Context: an optimization exercise on an open-source flow, tuned for small area. The choices shown serve that exercise and are no tape-out recipe. In this exercise RTL edits were held to simulation tests only and were not proved equivalent to the original. Power figures rest on the tool's default switching activity, not on a simulated workload.

==> flow/flow/run.sh <==
#!/bin/bash
# Own layout flow: the standard flow (standard.sh: ORFS synthesis,
# floorplan, power grid, placement, clock tree, routing) with these changes:
#  - synthesis is synth_recipe.tcl unchanged, except that the gate mapping
#    (Yosys's abc call) runs the area-oriented script flow/area.abc instead
#    of ORFS's delay-oriented one; registers are mapped before abc, exactly
#    as in the standard synthesis
#  - half/full-adder cells are added to the platform's DONT_USE_CELLS, so the
#    few counters are mapped from plain gates, which is smaller here
#  - port buffers are sky130_fd_sc_hd__buf_1 (buffer_ports -buffer_cell)
#  - clock tree synthesis uses clkbuf_8 buffers and no dummy loads
# The make run's output goes to standard.log; ORFS keeps each step's own log
# under orfs/logs/.
set -euo pipefail
WORK=$PWD
cat > "$WORK/area_synth.tcl" <<EOT
# synth_recipe.tcl with the abc call's -script replaced by flow/area.abc
proc abc {args} {
  set i [lsearch -exact \$args -script]
  if { \$i >= 0 } {
    set args [lreplace \$args [expr {\$i + 1}] [expr {\$i + 1}] {$WORK/flow/area.abc}]
  }
  yosys abc {*}\$args
}
source {$WORK/synth_recipe.tcl}
EOT
cat >> config.mk <<'EOT'
export DONT_USE_CELLS += sky130_fd_sc_hd__ha_1 sky130_fd_sc_hd__ha_2 sky130_fd_sc_hd__ha_4 sky130_fd_sc_hd__fa_1 sky130_fd_sc_hd__fa_2 sky130_fd_sc_hd__fa_4
export BUFFER_PORTS_ARGS = -buffer_cell sky130_fd_sc_hd__buf_1
export CTS_ARGS = -sink_clustering_enable -repair_clock_nets -dont_use_dummy_load -buf_list sky130_fd_sc_hd__clkbuf_4 -root_buf sky130_fd_sc_hd__clkbuf_8
EOT
bash standard.sh "SYNTH_SCRIPT=$WORK/area_synth.tcl" finish > standard.log 2>&1
==> flow/flow/area.abc <==
strash
&get -n
&fraig -x
&st
&syn2
&synch2
&dch -f
&nf -R 1000 -F 8 -C 32
&st
&syn2
&synch2
&dch -f
&nf -R 1000 -F 8 -C 32
&put
topo
==> flow/standard.sh <==
#!/bin/bash
# synth_recipe.tcl (not shown) runs the flow's synth.tcl, then flattens the netlist and writes it again
# the make line also repeats each setting of config.mk as NAME=value (left out here)
make -C /OpenROAD-flow-scripts/flow DESIGN_CONFIG=/design/flow/config.mk WORK_HOME=/design/flow/orfs CLKGATE_MAP_FILE= SYNTH_SCRIPT=/design/flow/synth_recipe.tcl "${@:-finish}"
==> flow/config.mk <==
export PLATFORM = sky130hd
export DESIGN_NAME = irlink
export DESIGN_NICKNAME = irlink
export VERILOG_FILES = /design/flow/design.v
export SDC_FILE = /design/flow/constraint.sdc
export NUM_CORES = 4
export LEC_CHECK = 0
export CAP_MARGIN = 20
export CORE_MARGIN = 2
export CORE_UTILIZATION = 70
export PLACE_DENSITY = 0.85
export SLEW_MARGIN = 20
export DONT_USE_CELLS += sky130_fd_sc_hd__ha_1 sky130_fd_sc_hd__ha_2 sky130_fd_sc_hd__ha_4 sky130_fd_sc_hd__fa_1 sky130_fd_sc_hd__fa_2 sky130_fd_sc_hd__fa_4
export BUFFER_PORTS_ARGS = -buffer_cell sky130_fd_sc_hd__buf_1
export CTS_ARGS = -sink_clustering_enable -repair_clock_nets -dont_use_dummy_load -buf_list sky130_fd_sc_hd__clkbuf_4 -root_buf sky130_fd_sc_hd__clkbuf_8
==> flow/constraint.sdc <==
create_clock -name core_clock -period 10.0 [get_ports {clk}]
set_input_delay 2.0000 -clock core_clock [delete_from_list [all_inputs] [get_ports {clk}]]
set_output_delay 2.0000 -clock core_clock [all_outputs]
set_load 0.01 [all_outputs]
==> flow/design.v <==
module nib_rom (
    input  wire [3:0] v,
    output reg  [5:0] code
);
    always @(*) begin
        case (v)
            4'h0: code = 6'h0B;
            4'h1: code = 6'h0D;
            4'h2: code = 6'h13;
            4'h3: code = 6'h15;
            4'h4: code = 6'h16;
            4'h5: code = 6'h19;
            4'h6: code = 6'h1A;
            4'h7: code = 6'h23;
            4'h8: code = 6'h25;
            4'h9: code = 6'h26;
            4'hA: code = 6'h29;
            4'hB: code = 6'h2A;
            4'hC: code = 6'h2C;
            4'hD: code = 6'h31;
            4'hE: code = 6'h32;
            default: code = 6'h34;
        endcase
    end
endmodule
module ir_tx (
    input  wire       clk,
    input  wire       rst,
    input  wire       start,       
    input  wire       proto,       
    input  wire [9:0] len,
    input  wire [7:0] p,
    input  wire [7:0] h,
    input  wire [3:0] npre,
    input  wire       pre_aa,
    output wire [9:0] addr,
    input  wire [7:0] rdata,
    output reg        busy,
    output wire       line,
    output reg        done
);
    reg       pb;        
    reg       aa;        
    reg [7:0] cfg;       
    reg [7:0] cnt;       
    reg [1:0] u;         
    reg [2:0] pos;       
    reg       hsel;      
    reg [9:0] ptr;       
    reg [9:0] last;      
    function [9:0] inc10(input [9:0] x);
        integer i;
        reg c;
        begin
            c = 1'b1;
            for (i = 0; i < 10; i = i + 1) begin
                inc10[i] = x[i] ^ c;
                c = c & x[i];
            end
        end
    endfunction
    function [7:0] dec8(input [7:0] x);
        integer i;
        reg b;
        begin
            b = 1'b1;
            for (i = 0; i < 8; i = i + 1) begin
                dec8[i] = x[i] ^ b;
                b = b & ~x[i];
            end
        end
    endfunction
    wire [9:0] cnt_inc = inc10({2'b00, cnt});
    wire [9:0] ptr_inc = inc10(ptr);
    wire [7:0] pos_dec = dec8({5'd0, pos});
    wire [9:0] npre_neg = inc10({6'h3F, ~npre});           
    wire [7:0] hn_dec  = dec8({1'b0, len[7:1]});           
    wire unit_end = (cnt == cfg);
    wire at_last  = (ptr == last);
    wire       pre  = ptr[9];
    wire       verb = ~ptr[9] & (ptr[8:2] == 7'd0);
    wire       enc  = ~pre & ~verb;
    wire [5:0] code;
    nib_rom u_rom (.v(hsel ? rdata[3:0] : rdata[7:4]), .code(code));
    wire [7:0] word  = enc ? {code, 2'b00} : rdata;
    wire       bit_a = rdata[~pos];
    wire       bit_b = pre ? ~(aa ^ pos[0]) : word[pos];
    reg [1:0] last_u;
    always @(*) begin
        if (pb)
            last_u = 2'd1;
        else if (!hsel)
            last_u = at_last ? 2'd2 : 2'd0;
        else
            last_u = (!at_last && bit_a) ? 2'd3 : 2'd0;
    end
    wire seg_end = unit_end & (u == last_u);
    wire nib_end_b  = enc ? (pos == 3'd2) : (pos == 3'd0);
    wire byte_end_b = nib_end_b & (~enc | hsel);
    wire finish = seg_end & (pb ? (byte_end_b & at_last) : (hsel & at_last));
    wire [9:0] n_a = len[9] ? 10'd512 : len;
    assign addr = ptr;
    assign line = busy & (pb ? ~bit_b : ~hsel);
    always @(posedge clk) begin
        if (rst) begin
            busy <= 1'b0;
            done <= 1'b0;
        end else begin
            done <= busy & finish;
            if (start)
                busy <= 1'b1;
            else if (finish)
                busy <= 1'b0;
        end
    end
    always @(posedge clk) begin
        if (start) begin
            pb   <= proto;
            aa   <= pre_aa;
            cfg  <= proto ? h : p;
            cnt  <= 8'd1;
            u    <= 2'd0;
            pos  <= 3'd7;
            hsel <= 1'b0;
            ptr  <= proto ? npre_neg : 10'd0;
            last <= proto ? {2'b00, hn_dec[6:0], 1'b1} : n_a;
        end else begin
            cnt <= unit_end ? 8'd1 : cnt_inc[7:0];
            if (unit_end)
                u <= seg_end ? 2'd0 : {u[1] ^ u[0], ~u[0]};
            if (seg_end) begin
                if (!pb) begin
                    hsel <= ~hsel;
                    if (hsel) begin
                        pos <= pos_dec[2:0];
                        if (pos == 3'd0)
                            ptr <= ptr_inc;
                    end
                end else begin
                    pos <= nib_end_b ? 3'd7 : pos_dec[2:0];
                    if (nib_end_b) begin
                        hsel <= enc & ~hsel;
                        if (byte_end_b)
                            ptr <= ptr_inc;
                    end
                end
            end
        end
    end
endmodule
module ir_rx (
    input  wire       clk,
    input  wire       rst,
    input  wire       rearm,       
    input  wire       pin,
    input  wire       clear,       
    input  wire [3:0] rd_idx,
    output wire [7:0] rd_data,
    output wire [3:0] buf_len,
    output reg        active,
    output wire       boot_jump,
    output reg        booted
);
    reg        pin_prev;
    reg [11:0] tmr;
    reg [11:0] ref_len;
    reg        part;
    reg [2:0]  rx_bits;
    reg [3:0]  rx_idx;
    reg [3:0]  rx_len;
    reg [79:0] chain;         
    function [11:0] inc12(input [11:0] x);
        integer i;
        reg c;
        begin
            c = 1'b1;
            for (i = 0; i < 12; i = i + 1) begin
                inc12[i] = x[i] ^ c;
                c = c & x[i];
            end
        end
    endfunction
    function gt13(input [12:0] a, input [12:0] b);
        integer i;
        reg g;
        begin
            g = 1'b0;
            for (i = 0; i < 13; i = i + 1)
                g = (a[i] & ~b[i]) | (~(a[i] ^ b[i]) & g);
            gt13 = g;
        end
    endfunction
    function [3:0] add4(input [3:0] a, input [3:0] b, input ci);
        integer i;
        reg c;
        begin
            c = ci;
            for (i = 0; i < 4; i = i + 1) begin
                add4[i] = a[i] ^ b[i] ^ c;
                c = (a[i] & b[i]) | (c & (a[i] ^ b[i]));
            end
        end
    endfunction
    wire [11:0] tmr_inc  = inc12(tmr);
    wire [11:0] bits_inc = inc12({9'd0, rx_bits});
    wire [11:0] idx_inc  = inc12({8'd0, rx_idx});
    wire fall = pin_prev & ~pin;
    wire rise = ~pin_prev & pin;
    wire take = (fall | rise) & ~booted & (rx_len == 4'd0);
    wire over     = gt13({1'b0, tmr}, {ref_len, 1'b0});
    wire have_ref = (ref_len != 12'd0);
    wire bit_in   = have_ref & over;
    wire shift    = take & fall & have_ref;
    wire room     = ~(rx_idx[3] & rx_idx[1]);    
    wire store    = shift & room;
    wire partial  = (rx_bits != 3'd0);
    wire boot_match = (rx_idx == 4'd4) &&
                      (partial ? (chain[39:8] == 32'h424F4F54)
                                : (chain[31:0] == 32'h424F4F54));
    wire [3:0] rpos = add4(rx_len, ~rd_idx, part);    
    assign rd_data = rpos[3] ? (rpos[0] ? chain[79:72] : chain[71:64])
                             : chain[{rpos[2:0], 3'b000} +: 8];
    assign buf_len = rx_len;
    assign boot_jump = booted & rx_idx[2];
    always @(posedge clk) begin
        if (rst)
            pin_prev <= 1'b1;
        else
            pin_prev <= pin;
    end
    always @(posedge clk) begin
        if (rst || rearm) begin
            tmr       <= 12'd0;
            ref_len   <= 12'd0;
            rx_bits   <= 3'd0;
            rx_idx    <= 4'd0;
            rx_len    <= 4'd0;
            active    <= 1'b0;
            booted    <= 1'b0;
        end else begin
            if (booted)
                rx_idx <= 4'd0;
            if (clear && !booted)
                rx_len <= 4'd0;
            if (take) begin
                tmr <= 12'd1;
                if (fall) begin
                    active <= 1'b1;
                    if (have_ref) begin
                        rx_bits <= bits_inc[2:0];
                        if (rx_bits == 3'd7 && room)
                            rx_idx <= idx_inc[3:0];
                    end
                end else if (have_ref && over) begin
                    rx_bits <= 3'd0;
                    part    <= partial & room;
                    if (boot_match) begin
                        booted <= 1'b1;
                        active <= 1'b0;
                    end else begin
                        rx_idx <= 4'd0;
                        rx_len <= rx_idx;
                    end
                end else begin
                    ref_len <= tmr;
                end
            end else begin
                tmr <= tmr_inc;
                if (tmr == 12'hFFF && !booted) begin
                    ref_len <= 12'd0;
                    rx_bits <= 3'd0;
                    rx_idx  <= 4'd0;
                    active  <= 1'b0;
                end
            end
        end
    end
    always @(posedge clk) begin
        if (store) begin
            chain[7:0] <= {bit_in, chain[7:1]};
            if (!partial)
                chain[79:8] <= chain[71:0];
        end
    end
endmodule
module irlink (
    input  wire       clk,
    input  wire       rst,
    input  wire       tx_start,
    input  wire       tx_proto,    
    input  wire [9:0] tx_len,
    input  wire [7:0] cfg_p,
    input  wire [7:0] cfg_h,
    input  wire [3:0] cfg_npre,
    input  wire       cfg_pre_aa,
    output wire [9:0] tx_addr,
    input  wire [7:0] tx_rdata,
    output wire       tx_busy,
    output wire       tx_line,
    output wire       tx_done,
    output reg  [1:0] tx_err,
    input  wire       rx_pin,
    input  wire       rx_rearm,
    input  wire       rx_clear,
    input  wire [3:0] rx_rd_idx,
    output wire [7:0] rx_rd_data,
    output wire [3:0] rx_len,
    output wire       rx_active,
    output wire       boot_jump,
    output wire       booted
);
    localparam [1:0] ST_OK    = 2'd0;
    localparam [1:0] ST_ALIGN = 2'd1;
    localparam [1:0] ST_CAP   = 2'd2;
    localparam [1:0] ST_TRUNC = 2'd3;
    wire [8:0] hn      = tx_len[9:1];
    wire       hn_hi   = (hn[8:7] != 2'd0);
    wire       hn_ge87 = hn_hi | (hn[6:5] == 2'b11) | (hn[6:0] == 7'b1010111) | (hn[6:3] == 4'b1011);
    wire       b_short = (tx_len[9:2] == 8'd0);
    wire       b_odd   = tx_len[0];
    wire       b_big   = hn_ge87 ||
                         (hn == 9'd86 && cfg_npre != 4'd0) ||                        
                         (hn == 9'd85 && (cfg_npre[3] | cfg_npre[2])) ||             
                         (hn == 9'd84 && (cfg_npre[3] | (&cfg_npre[2:0]))) ||        
                         (hn == 9'd83 && cfg_npre[3] && (cfg_npre[2] | cfg_npre[1])) ||            
                         (hn == 9'd82 && cfg_npre[3] && cfg_npre[2] && (cfg_npre[1] | cfg_npre[0]));  
    wire accept = tx_start & ~tx_busy;
    wire go     = accept & (~tx_proto | ~(b_short | b_odd | b_big));
    ir_tx u_tx (
        .clk(clk), .rst(rst), .start(go), .proto(tx_proto), .len(tx_len),
        .p(cfg_p), .h(cfg_h), .npre(cfg_npre), .pre_aa(cfg_pre_aa),
        .addr(tx_addr), .rdata(tx_rdata),
        .busy(tx_busy), .line(tx_line), .done(tx_done)
    );
    always @(posedge clk) begin
        if (rst) begin
            tx_err <= ST_OK;
        end else if (accept) begin
            if (!tx_proto)
                tx_err <= (tx_len[9] && tx_len[8:0] != 9'd0) ? ST_TRUNC : ST_OK;
            else if (b_short || b_odd)
                tx_err <= ST_ALIGN;
            else if (b_big)
                tx_err <= ST_CAP;
            else
                tx_err <= ST_OK;
        end
    end
    ir_rx u_rx (
        .clk(clk), .rst(rst), .rearm(rx_rearm), .pin(rx_pin),
        .clear(rx_clear), .rd_idx(rx_rd_idx), .rd_data(rx_rd_data),
        .buf_len(rx_len), .active(rx_active),
        .boot_jump(boot_jump), .booted(booted)
    );
endmodule
==> results of run 1 <==
==> cell type report <==
class                      count  area share, %
inverter                      21          0.941
multi-input combinational    464           38.0
sequential                   167           53.2
tap                          140           2.09
clock buffer                  17           1.60
timing repair buffer          86           4.17
==> metrics by stage <==
stage	setup WS [ns]	power [mW]	hold WS (ns)	util, %
global route	3.52	1.21	0.468	77.6
floorplan	2.85	0.869	0.415	-
finish	3.65	1.17	0.457	77.6
detailed placement	3.65	0.912	0.434	76.4
CTS	3.65	1.17	0.458	77.6
global placement	3.83	0.902	0.424	76.4
==> per-layer routing <==
| layer | share of wire [%] | global-route usage [%] |
|---|---|---|
| met2 | 52 | 48.1 |
| met1 | 41 | 36.9 |
| met3 | 5.2 | 5.44 |
| met4 | 1.8 | 10.9 |
| met5 | 0 | 0 |
==> cell families (layout without fill, tap and decap cells) <==
family	Yosys count	after routing	share of synthesized area [%]
adders and majority gates	3	3	0.389
DFF	167	167	57.7
muxes	55	55	10.1
AOI/OAI and AO/OA	140	140	11.3
xor gates and xnor gates	47	47	5.33
buffers and inverters	22	124	1.12
and+or+nand+nor	219	219	14.1
==> placed cells by master, fill, tap and decap left out, types with 10 or more instances in the layout <==
master / n
nor2_1: 67
o21ai_0: 26
xor2_1: 16
clkbuf_4: 16
xnor2_1: 30
mux2i_1: 26
nand2_1: 40
a22oi_1: 12
nand3_1: 12
buf_1: 79
nor4_1: 10
clkinv_1: 21
mux2_1: 12
nor2b_1: 11
edfxtp_1: 111
nor3_1: 21
dfxtp_1: 56
a21oi_1: 51
o22ai_1: 11
mux4_2: 17
and3_1: 11
==> critical path: cells and delay by family <==
family	cells	cell delay, ns
compound gates	1	0.51
buf+inv	3	0.61
xor+xnor	1	0.18
mux	2	1.04
==> flip-flops by register name (all words and copies together) (netlist names), 2 cells and up <==
| name | flops |
|---|---|
| u_rx.tmr | 12 |
| u_tx.ptr | 10 |
| u_tx.pos | 3 |
| u_tx.cfg | 8 |
| u_tx.cnt | 8 |
| tx_err | 2 |
| u_rx.rx_len | 4 |
| u_tx.u | 2 |
| u_rx.chain | 80 |
| u_rx.rx_idx | 4 |
| u_rx.rx_bits | 3 |
| u_tx.last | 10 |
| u_rx.ref_len | 12 |
==> path summary, 6_finish.rpt <==
kind	from	end	slack (ns)	cells after the start
worst max-delay path	rx_rd_idx[0]	rx_rd_data[5]	3.65	7
worst min-delay path	u_rx.chain[59]	u_rx.chain[67]	0.46	0
worst max register to register	u_rx.tmr[0]	u_rx.ref_len[0]	6.00	16
worst min register to register	u_rx.chain[59]	u_rx.chain[67]	0.46	0
==> report_power, final <==
| part | switching, mW | internal (mW) | leakage [nW] |
|---|---|---|---|
| Combinational | 0.0690 | 0.0552 | 1.15 |
| Sequential | 0.0220 | 0.752 | 1.46 |
| Clock | 0.187 | 0.0835 | 0.0808 |
| Total | 0.278 | 0.890 | 2.69 |
==> flow_summary.toml, run 1 <==
[pwr]
p_leak_nw = 2.69
ir_drop_mv = 0.0941
power_density_nw_per_um2 = 139

[route]
first_pass_iters = 5
vias_per_cell = 6.32
wl_per_cell_um = 17.7
totalWireLength_um = 15800
drt_iter0_markers = 558
antenna_left = 0
drc = 0
vias = 5652

[timing]
final_hold_viol_count = 0
finClkSkew_ns = 0.0337
finalCriticalPeriod_ns = 6.35
fmax_ghz = 0.158
drv_slew = 0
worst_pin_slew_ns = 0.924
rsz0062_at_grt = "false"
finalSetupViolCount = 0
finalCritPeriodShare_pct = 63.5
slew_headroom_pct = 38.4
fin_setup_tns_ns = 0

[die]
num_io_pins = 80
die_width_um = 109
dieHeight_um = 109
num_rows = 38
start_util_pct = 71.5
core_area_um2 = 10800
dieArea_um2 = 11900

[synth]
synth_edf_count = 111
avgSynthCellArea_um2 = 11.8
synth_ff_type = "edfxtp_1"
synthDistinctLibCells = 52
seq_area_frac_synth_pct = 57.7
ys_ff_latch = 167
yosys.area.top_type_share_pct = 43.2
yosys.area.top_type = "edfxtp_1"
synth_area_um2 = 7720
synth_warnings = 4
synthMostInstantiatedCell = "edfxtp_1"
synth_common_cells = "edfxtp_1, nor2_1, dfxtp_1, a21oi_1, nand2_1"
ys_async_sr_fraction_pct = 0
ys_top_cells_by_area = "edfxtp_1, dfxtp_1, mux4_2"
syn-num-nets = 703
netlist_instances = 653

[worst_setup_path]
worstPathCellList = "buf_1 -> o21ai_0 -> xnor2_2 -> buf_4 -> mux4_2 -> mux4_2 -> buf_1"
path_max_fanout = 22
worstPathArrival_ns = 4.35
critPathMaxStageDelay_ns = 0.56
endpoint_kind = "output pin"
start_kind = "input port"
worstSetupPathType = "input port to output pin"
slowest_stage = "mux4_2"
worstPathRequired_ns = 8.00

[layout]
seq_area_um2 = 4450
fill_cells = 694
synthToLayoutAreaGrowth_pct = 8.55
fin_cells = 895
drive_above_1_share_pct = 5.70
insertedDiodeCount = 0
layout.nets = 807
final_area_um2 = 8380
multi_input_area_um2 = 3180

[clock_network]
cts-htree-levels = 4
clk_pin_slew_ns = 0.09
cts_inserted_buffers = 17
cts.hold.buffers_added = 0
cts_setup_buffers = 0
cts.sinks = 167
root_buffer = "clkbuf_8"
insertion_delay_ns = 0.44
cts_buffer_depth = 2
cts_tree = "yes"
cts_resized = 0

[global_route]
grt_usage_pct = 28.5
grt_pass1_wl_um = 26100
grt_max_degree = 73
grt_pass1_vias = 5476
antenna_found_initial = 0
overflow = 0

[flow_run]
drv_cap = 0

[place]
dpl.hpwl_um = 11400
gp_congestion = 0.964
place_area_um2 = 8240
io_buffers = 79
placed_cells = 878

[worst_hold_path]
hold_path.class = "register to register"

[outcome]
status = "finished clean"
==> inputs of run 2 (changes only) <==
--- a/flow/design.v
+++ b/flow/design.v
@@ -165,6 +165,7 @@
     reg [11:0] tmr;
     reg [11:0] ref_len;
     reg        part;
+    reg        boot_ok;
     reg [2:0]  rx_bits;
     reg [3:0]  rx_idx;
     reg [3:0]  rx_len;
@@ -214,9 +215,7 @@
     wire room     = ~(rx_idx[3] & rx_idx[1]);    
     wire store    = shift & room;
     wire partial  = (rx_bits != 3'd0);
-    wire boot_match = (rx_idx == 4'd4) &&
-                      (partial ? (chain[39:8] == 32'h424F4F54)
-                                : (chain[31:0] == 32'h424F4F54));
+    wire boot_match = (rx_idx == 4'd4) && boot_ok;
     wire [3:0] rpos = add4(rx_len, ~rd_idx, part);    
     assign rd_data = rpos[3] ? (rpos[0] ? chain[79:72] : chain[71:64])
                              : chain[{rpos[2:0], 3'b000} +: 8];
@@ -276,6 +275,9 @@
         end
     end
     always @(posedge clk) begin
+        if (store && rx_bits == 3'd7)
+            boot_ok <= (rx_idx == 4'd3) &&
+                       ({chain[31:8], bit_in, chain[7:1]} == 32'h424F4F54);
         if (store) begin
             chain[7:0] <= {bit_in, chain[7:1]};
             if (!partial)
--- a/flow/flow/run.sh
+++ b/flow/flow/run.sh
@@ -27,6 +27,6 @@
 cat >> config.mk <<'EOT'
 export DONT_USE_CELLS += sky130_fd_sc_hd__ha_1 sky130_fd_sc_hd__ha_2 sky130_fd_sc_hd__ha_4 sky130_fd_sc_hd__fa_1 sky130_fd_sc_hd__fa_2 sky130_fd_sc_hd__fa_4
 export BUFFER_PORTS_ARGS = -buffer_cell sky130_fd_sc_hd__buf_1
-export CTS_ARGS = -sink_clustering_enable -repair_clock_nets -dont_use_dummy_load -buf_list sky130_fd_sc_hd__clkbuf_4 -root_buf sky130_fd_sc_hd__clkbuf_8
+export CTS_ARGS = -sink_clustering_enable -repair_clock_nets -dont_use_dummy_load -buf_list sky130_fd_sc_hd__clkbuf_8
 EOT
 bash standard.sh "SYNTH_SCRIPT=$WORK/area_synth.tcl" finish > standard.log 2>&1
==> flow/flow/area.abc (replaced) <==
strash
&get -n
&fraig -x
&deepsyn -J 500
&st
&dch -f
&nf -R 1000 -F 8 -C 32
&put
topo
==> flow/config.mk (replaced) <==
export PLATFORM = sky130hd
export DESIGN_NAME = irlink
export DESIGN_NICKNAME = irlink
export VERILOG_FILES = /design/flow/design.v
export SDC_FILE = /design/flow/constraint.sdc
export NUM_CORES = 4
export LEC_CHECK = 0
export CAP_MARGIN = 20
export CORE_MARGIN = 2
export CORE_UTILIZATION = 40
export SLEW_MARGIN = 20
export DONT_USE_CELLS += sky130_fd_sc_hd__ha_1 sky130_fd_sc_hd__ha_2 sky130_fd_sc_hd__ha_4 sky130_fd_sc_hd__fa_1 sky130_fd_sc_hd__fa_2 sky130_fd_sc_hd__fa_4
export BUFFER_PORTS_ARGS = -buffer_cell sky130_fd_sc_hd__buf_1
export CTS_ARGS = -sink_clustering_enable -repair_clock_nets -dont_use_dummy_load -buf_list sky130_fd_sc_hd__clkbuf_8
==> run 2 against run 1 <==
Critical endpoint unchanged; hold slack got worse by 0.014 ns; highest routed layer unchanged; clock power increased by 31%; worst setup slack got worse by 0.31 ns; largest cell class unchanged.
==> flow_summary.toml, run 2 <==
[route]
drc = 0
totalWireLength_um = 15500
antenna_left = 0
vias_per_cell = 5.65
first_pass_iters = 5
drt_iter0_markers = 446
wl_per_cell_um = 16.1
vias = 5420

[global_route]
grt_max_degree = 73
grt_util_met3_pct = 4.68
grt_usage_pct = 16.0
grt_pass1_vias = 5235
met2_usage_pct = 25.7
overflow = 0
grt_pass1_wl_um = 25300
use_met1_pct = 20.5
antenna_found_initial = 0
grt_busiest_layer = "met2"

[clock_network]
insertion_delay_ns = 0.46
clk_pin_slew_ns = 0.08
cts.sinks = 168
cts_inserted_buffers = 17
cts_setup_buffers = 0
cts.hold.buffers_added = 0
cts_tree = "yes"
cts_resized = 0
cts-htree-levels = 4
cts_buffer_depth = 2
root_buffer = "clkbuf_8"

[synth]
netlist_instances = 631
seq_area_frac_synth_pct = 60.9
ys_async_sr_fraction_pct = 0
synthMostInstantiatedCell = "edfxtp_1"
synth_ff_type = "edfxtp_1"
synth_common_cells = "edfxtp_1, dfxtp_1, nor2_1, nand2_1, a21oi_1"
yosys.area.top_type_share_pct = 45.6
synth_warnings = 4
syn-num-nets = 681
synth_edf_count = 112
synthDistinctLibCells = 55
yosys.area.top_type = "edfxtp_1"
ys_top_cells_by_area = "edfxtp_1, dfxtp_1, xnor2_1"
avgSynthCellArea_um2 = 11.7
ys_ff_latch = 168
synth_area_um2 = 7370

[worst_hold_path]
timing.hold.worst_path_depth = 0
hold_path.class = "register to register"
min_from = "u_rx.chain[59]"
min_to = "u_rx.chain[67]"

[layout]
drive_above_1_share_pct = 3.15
synthToLayoutAreaGrowth_pct = 11.6
insertedDiodeCount = 0
fill_cells = 1696
largest_register = "u_rx.chain"
largest_reg_flops = 80
layout_commonest_cell = "edfxtp_1"
layout.nets = 782
top_regs = "u_rx.chain (80), u_rx.ref_len (12), u_rx.tmr (12)"
fin_cells = 959
mostFrequentLayoutCells = "edfxtp_1, buf_1, dfxtp_1"
utilization_pct = 45.6

[worst_setup_path]
worstPathArrival_ns = 4.66
start_kind = "input port"
reg2reg_slack_ns = 6.15
reg2reg_depth = 14
worstPathRequired_ns = 8.00
worstSetupPathType = "input port to output pin"
endpoint_kind = "output pin"
path_max_fanout = 9
worst_r2r_endpoint = "u_tx.ptr[3]"
rr_startpoint = "u_tx.ptr[7]"

[pwr]
p_leak_nw = 2.60
power_density_nw_per_um2 = 161
power.total_mw = 1.33
ir_drop_mv = 0.0827

[timing]
finalCritPeriodShare_pct = 66.6
fmax_ghz = 0.150
fin_setup_tns_ns = 0
finClkSkew_ns = 0.0390
finalCriticalPeriod_ns = 6.66
final_hold_viol_count = 0
rsz0062_at_grt = "false"
worst_pin_slew_ns = 1.07
drv_slew = 0
fin_hold_ws_ns = 0.443
slew_headroom_pct = 28.7
finalSetupViolCount = 0

[die]
num_rows = 49
dieArea_um2 = 19500
num_io_pins = 80
start_util_pct = 40.9
dieHeight_um = 140
core_area_um2 = 18000
die_width_um = 140

[flow_run]
drv_cap = 0

[place]
dpl.hpwl_um = 11100
io_buffers = 79
gp_congestion = 0.812
placed_cells = 941

[outcome]
status = "finished clean"
## run 2: kinds of logic after synthesis
group                    Yosys count  share of synthesized area [%]
multiplexers                      14                           2.05
AND/OR/NAND/NOR                  202                           13.7
AO/OA/AOI/OAI                    176                           17.2
XOR/XNOR                          35                           4.16
flip-flops                       168                           60.9
adder cells (fa/ha/maj)            1                          0.136
buffers and inverters             35                           1.83
## run 2: worst max path at each step
| stage | startpoint | endpoint | slack (ns) | depth (start not counted) |
|---|---|---|---|---|
| floorplan | rx_pin | u_rx.chain[10] | 2.60 | 4 |
| global placement | rx_rd_idx[0] | rx_rd_data[7] | 3.46 | 13 |
| detailed placement | rx_rd_idx[0] | rx_rd_data[5] | 3.36 | 13 |
| CTS | rx_rd_idx[0] | rx_rd_data[5] | 3.35 | 13 |
| global route | rx_rd_idx[0] | rx_rd_data[3] | 3.04 | 13 |
| finish | rx_rd_idx[0] | rx_rd_data[5] | 3.34 | 13 |
## run 2: routing by layer
layer | vias to the layer above | wire length (um)
met5 | - | 0
met4 | 0 | 258
met3 | 19 | 783
met2 | 139 | 7370
met1 | 2593 | 7050
li1 | 2669 | -
## run 2: through the flow
step / setup slack [ns] / cell area, um2
final: 3.34 / 8230
after global routing: 3.04 / 8230
after CTS: 3.35 / 8220
after detailed placement: 3.36 / 7990
after global placement: 3.46 / 7990
after floorplan: 2.60 / 7370
## run 2: critical path, stage by stage
cell and delay (ns):
buf_1 0.09, xnor2_1 0.30, nand2_1 0.08, o21ai_0 0.18, nand2_1 0.10, o21ai_0 0.18
a31oi_1 0.08, a21oi_1 0.57, nor2_1 0.14, nand2_1 0.28, o22ai_1 0.14, a311oi_1 0.32
buf_1 0.19
## run 2: power breakdown
| part | switching [mW] | leakage, nW | total, mW | internal, mW |
|---|---|---|---|---|
| sequential | 0.0305 | 1.47 | 0.793 | 0.762 |
| combinational | 0.104 | 1.00 | 0.181 | 0.0765 |
| clock | 0.202 | 0.122 | 0.353 | 0.150 |
| total | 0.337 | 2.60 | 1.33 | 0.989 |
## run 2: layout make-up
type / count / area, um2 / area share, %
flip-flops and latches: 168 / 4480 / 54.5
multi-input cells: 428 / 2770 / 33.6
repair buffers: 83 / 327 / 3.97
inverters: 34 / 128 / 1.55
well taps: 229 / 287 / 3.48
clock buffers: 17 / 234 / 2.84
==> inputs of run 3 (changes only) <==
--- a/flow/design.v
+++ b/flow/design.v
@@ -40,7 +40,6 @@
     output reg        done
 );
     reg       pb;        
-    reg       aa;        
     reg [7:0] cfg;       
     reg [7:0] cnt;       
     reg [1:0] u;         
@@ -76,7 +75,9 @@
     wire [9:0] npre_neg = inc10({6'h3F, ~npre});           
     wire [7:0] hn_dec  = dec8({1'b0, len[7:1]});           
     wire unit_end = (cnt == cfg);
-    wire at_last  = (ptr == last);
+    wire eq9      = (ptr[8:0] == last[8:0]);
+    wire at_last  = pb ? eq9 : (ptr[9] | (~last[9] & eq9));
+    wire aa       = last[9];
     wire       pre  = ptr[9];
     wire       verb = ~ptr[9] & (ptr[8:2] == 7'd0);
     wire       enc  = ~pre & ~verb;
@@ -98,7 +99,6 @@
     wire nib_end_b  = enc ? (pos == 3'd2) : (pos == 3'd0);
     wire byte_end_b = nib_end_b & (~enc | hsel);
     wire finish = seg_end & (pb ? (byte_end_b & at_last) : (hsel & at_last));
-    wire [9:0] n_a = len[9] ? 10'd512 : len;
     assign addr = ptr;
     assign line = busy & (pb ? ~bit_b : ~hsel);
     always @(posedge clk) begin
@@ -116,14 +116,13 @@
     always @(posedge clk) begin
         if (start) begin
             pb   <= proto;
-            aa   <= pre_aa;
             cfg  <= proto ? h : p;
             cnt  <= 8'd1;
             u    <= 2'd0;
             pos  <= 3'd7;
             hsel <= 1'b0;
             ptr  <= proto ? npre_neg : 10'd0;
-            last <= proto ? {2'b00, hn_dec[6:0], 1'b1} : n_a;
+            last <= proto ? {pre_aa, 1'b0, hn_dec[6:0], 1'b1} : len;
         end else begin
             cnt <= unit_end ? 8'd1 : cnt_inc[7:0];
             if (unit_end)
@@ -164,11 +163,10 @@
     reg        pin_prev;
     reg [11:0] tmr;
     reg [11:0] ref_len;
-    reg        part;
     reg        boot_ok;
     reg [2:0]  rx_bits;
     reg [3:0]  rx_idx;
-    reg [3:0]  rx_len;
+    reg        sealed;    
     reg [79:0] chain;         
     function [11:0] inc12(input [11:0] x);
         integer i;
@@ -207,7 +205,7 @@
     wire [11:0] idx_inc  = inc12({8'd0, rx_idx});
     wire fall = pin_prev & ~pin;
     wire rise = ~pin_prev & pin;
-    wire take = (fall | rise) & ~booted & (rx_len == 4'd0);
+    wire take = (fall | rise) & ~booted & ~sealed;
     wire over     = gt13({1'b0, tmr}, {ref_len, 1'b0});
     wire have_ref = (ref_len != 12'd0);
     wire bit_in   = have_ref & over;
@@ -216,10 +214,11 @@
     wire store    = shift & room;
     wire partial  = (rx_bits != 3'd0);
     wire boot_match = (rx_idx == 4'd4) && boot_ok;
-    wire [3:0] rpos = add4(rx_len, ~rd_idx, part);    
+    wire       part = partial & room;
+    wire [3:0] rpos = add4(rx_idx, ~rd_idx, part);    
     assign rd_data = rpos[3] ? (rpos[0] ? chain[79:72] : chain[71:64])
                              : chain[{rpos[2:0], 3'b000} +: 8];
-    assign buf_len = rx_len;
+    assign buf_len = sealed ? rx_idx : 4'd0;
     assign boot_jump = booted & rx_idx[2];
     always @(posedge clk) begin
         if (rst)
@@ -233,14 +232,17 @@
             ref_len   <= 12'd0;
             rx_bits   <= 3'd0;
             rx_idx    <= 4'd0;
-            rx_len    <= 4'd0;
+            sealed    <= 1'b0;
             active    <= 1'b0;
             booted    <= 1'b0;
         end else begin
             if (booted)
                 rx_idx <= 4'd0;
-            if (clear && !booted)
-                rx_len <= 4'd0;
+            if (clear && sealed) begin
+                sealed  <= 1'b0;
+                rx_idx  <= 4'd0;
+                rx_bits <= 3'd0;
+            end
             if (take) begin
                 tmr <= 12'd1;
                 if (fall) begin
@@ -251,14 +253,14 @@
                             rx_idx <= idx_inc[3:0];
                     end
                 end else if (have_ref && over) begin
-                    rx_bits <= 3'd0;
-                    part    <= partial & room;
                     if (boot_match) begin
-                        booted <= 1'b1;
-                        active <= 1'b0;
+                        rx_bits <= 3'd0;
+                        booted  <= 1'b1;
+                        active  <= 1'b0;
+                    end else if (rx_idx != 4'd0) begin
+                        sealed  <= 1'b1;
                     end else begin
-                        rx_idx <= 4'd0;
-                        rx_len <= rx_idx;
+                        rx_bits <= 3'd0;
                     end
                 end else begin
                     ref_len <= tmr;
@@ -267,8 +269,10 @@
                 tmr <= tmr_inc;
                 if (tmr == 12'hFFF && !booted) begin
                     ref_len <= 12'd0;
-                    rx_bits <= 3'd0;
-                    rx_idx  <= 4'd0;
+                    if (!sealed) begin
+                        rx_bits <= 3'd0;
+                        rx_idx  <= 4'd0;
+                    end
                     active  <= 1'b0;
                 end
             end
==> run 3 against run 2 <==
Still clean; global-route usage fell by 0.24 points; clock power fell by 2%; clock skew fell by 0.0098 ns; critical path depth fell by 2; sequential power fell by 6.1%; first-iteration DRC count fell by 14%; core utilization fell by 0.34 points; fmax rose by 7.6%; register-to-register slack improved by 0.43 ns; critical path type unchanged; critical endpoint is now tx_line; highest routed layer unchanged.
==> flow_summary.toml, run 3 <==
[outcome]
status = "finished clean"

[die]
num_rows = 49
core_area_um2 = 17800
dieArea_um2 = 19100
start_util_pct = 40.4
dieHeight_um = 138
num_io_pins = 80
die_width_um = 138

[timing]
final_hold_viol_count = 0
fmax_ghz = 0.162
fin_hold_ws_ns = 0.455
rsz0062_at_grt = "false"
finalSetupViolCount = 0
finClkSkew_ns = 0.0292
finalCritPeriodShare_pct = 61.9
worst_pin_slew_ns = 0.957
drv_slew = 0
fin_setup_tns_ns = 0
setup_slack_ns = 3.81
finalCriticalPeriod_ns = 6.19
slew_headroom_pct = 36.2

[global_route]
met2_usage_pct = 26.1
grt_pass1_vias = 5201
grt_util_met3_pct = 4.33
grt_busiest_layer = "met2"
grt_max_degree = 73
overflow = 0
use_met1_pct = 20.4
antenna_found_initial = 0
grt_usage_pct = 15.7
grt_pass1_wl_um = 24900

[synth]
synth_common_cells = "edfxtp_1, nor2_1, dfxtp_1, o22ai_1, clkinv_1"
synth_ff_type = "edfxtp_1"
netlist_instances = 631
ys_async_sr_fraction_pct = 0
synthMostInstantiatedCell = "edfxtp_1"
syn-num-nets = 681
ys_ff_latch = 163
synth_warnings = 4
synthDistinctLibCells = 52
synth_edf_count = 110
yosys.area.top_type = "edfxtp_1"
synth_area_um2 = 7190
ys_top_cells_by_area = "edfxtp_1, dfxtp_1, o22ai_1"
avgSynthCellArea_um2 = 11.4
yosys.area.top_type_share_pct = 45.9
seq_area_frac_synth_pct = 60.7

[clock_network]
cts_resized = 0
clk_pin_slew_ns = 0.08
cts-htree-levels = 4
cts.hold.buffers_added = 0
cts_setup_buffers = 0
insertion_delay_ns = 0.44
cts_inserted_buffers = 17
cts_buffer_depth = 2
root_buffer = "clkbuf_8"
cts_tree = "yes"
cts.sinks = 163

[layout]
fill_cells = 1645
layout.nets = 783
synthToLayoutAreaGrowth_pct = 12.0
largest_reg_flops = 80
drive_above_1_share_pct = 3.28
mostFrequentLayoutCells = "edfxtp_1, buf_1, nor2_1"
insertedDiodeCount = 0
layout_commonest_cell = "edfxtp_1"
largest_register = "u_rx.chain"
top_regs = "u_rx.chain (80), u_rx.ref_len (12), u_rx.tmr (12)"
fin_cells = 960

[place]
dpl.hpwl_um = 10800
pre_cts_slack_ns = 3.89
io_buffers = 79
placed_cells = 943
gp_congestion = 0.863

[route]
wl_per_cell_um = 15.5
drc = 0
vias = 5314
antenna_left = 0
totalWireLength_um = 14900
first_pass_iters = 5
vias_per_cell = 5.54
drt_iter0_markers = 382

[worst_setup_path]
rr_startpoint = "u_tx.pos[0]"
worstPathRequired_ns = 8.00
worstPathCellList = "buf_1 -> mux2_1 -> nor2_1 -> nor3_1 -> nand2b_1 -> and3_1 -> o311ai_0 -> a31oi_1 -> o22ai_1 -> and2_0 -> buf_1"
cp_common_cell = "buf_1"
endpoint_kind = "output pin"
cp_top_family = "compound AO/OA/AOI/OAI gates"
worstPathArrival_ns = 4.19
crit_buf_inv = 2
worstSetupPathType = "input port to output pin"
path_max_fanout = 5
slowest_stage = "o311ai_0"
start_kind = "input port"
critPathMaxStageDelay_ns = 0.49
startpoint = "tx_rdata[1]"

[pwr]
ir_drop_mv = 0.0984
seq_power_share_pct = 62.5
p_leak_nw = 2.54
power_frac_comb_pct = 8.5
clkPwrFrac_pct = 29.0
p_switching_mw = 0.268
power_density_nw_per_um2 = 148
power.total_mw = 1.19
netSwitchingFraction_pct = 22.5
intPower_mw = 0.923

[worst_hold_path]
min_from = "u_rx.chain[59]"
hold_path.class = "register to register"

[flow_run]
drv_cap = 0
## run 3: changes by cell type after synthesis, sizes merged, moves of 7 or more
cell / previous run / this run
a21oi: 35 / 25
a221oi: 10 / 3
nand2: 45 / 34
a222oi: 13 / 5
nor2: 50 / 57
o22ai: 15 / 44
xnor2: 28 / 21
a221o: 8 / 1
o221ai: 3 / 10
a311oi: 8 / 0
nor3: 19 / 32
## run 3: layer usage
layer | vias up | share of wire (%)
li1 | 2623 | -
met1 | 2558 | 46
met2 | 127 | 48
met3 | 6 | 4.4
met4 | 0 | 0.64
met5 | - | 0
## run 3: logic make-up after synthesis
family	after synthesis	share of synthesized area (%)
and+or+nand+nor	218	15.5
xor gates and xnor gates	34	4.14
adders and majority gates	2	0.278
muxes	12	1.86
buffers and inverters	38	2.04
AOI/OAI and AO/OA	164	15.5
DFF	163	60.7
## run 3: power groups by stage
stage | Clock, mW | Sequential (mW) | Combinational, mW
detailed placement | 0 | 0.759 | 0.101
finish | 0.345 | 0.745 | 0.101
floorplan | 0 | 0.757 | 0.0679
CTS | 0.361 | 0.745 | 0.102
global route | 0.392 | 0.747 | 0.116
global placement | 0 | 0.759 | 0.0975
## run 3: layout make-up
class | count | area, um2 | area share, %
sequential | 163 | 4360 | 54.2
tap | 229 | 287 | 3.56
inverter | 37 | 139 | 1.72
clock buffer | 17 | 234 | 2.91
timing repair buffer | 84 | 334 | 4.15
multi-input combinational | 430 | 2700 | 33.5
## run 3: worst paths after layout
kind	to	slack, ns	cells past startpoint
hold reg to reg	u_rx.chain[67]	0.46	0
setup / recovery	tx_line	3.81	11
hold / removal	u_rx.chain[67]	0.46	0
setup reg to reg	u_tx.ptr[8]	6.58	13
## run 3: per-stage QoR
stage                     instance area, um2  utilization (%)
final                                   8050             45.3
after global routing                    8050             45.3
after CTS                               8050             45.3
after detailed placement                7820             44.0
after global placement                  7820             44.0
after floorplan                         7200                -
## run 3: worst register-to-register path, delay by kind of cell, from the launching register on
kind / cells / cell delay, ns
flip-flops: 1 / 0.58
AND/OR/NAND/NOR: 5 / 0.82
AO/OA/AOI/OAI: 6 / 1.33
buffers and inverters: 2 / 0.46

port drivers added, routing unchanged:
How much do the figures lean on ideal ports? The routed layouts below were timed once more, with nothing changed but the port constraints.
Step 1, drivers: a clkbuf_16 drives clk and a buf_2 each remaining input, both assumed.
Step 2 also shifts input and output timing later by t, the mid clock arrival at the registers, as if the neighbouring blocks saw the same clock.
Slacks: no drivers / after step 1 / after step 2; pairs: no drivers / after step 1.
| run | t (ns) | setup WS [ns] | hold WS [ns] | worst register clock-pin slew, ns |
|---|---|---|---|---|
| run 1 | 0.460 | 3.653 / 3.631 / 3.631 | 0.457 / 0.457 / 0.457 | 0.12 / 0.12 |
| run 2 | 0.483 | 3.341 / 3.318 / 3.318 | 0.443 / 0.443 / 0.443 | 0.10 / 0.10 |
| run 3 | 0.465 | 3.811 / 3.786 / 3.786 | 0.455 / 0.455 / 0.455 | 0.09 / 0.09 |
After both steps every run listed still meets setup and hold. For run 3, which loses most, drivers alone change the setup slack by -0.025 ns; drivers and shift together by -0.025 ns.
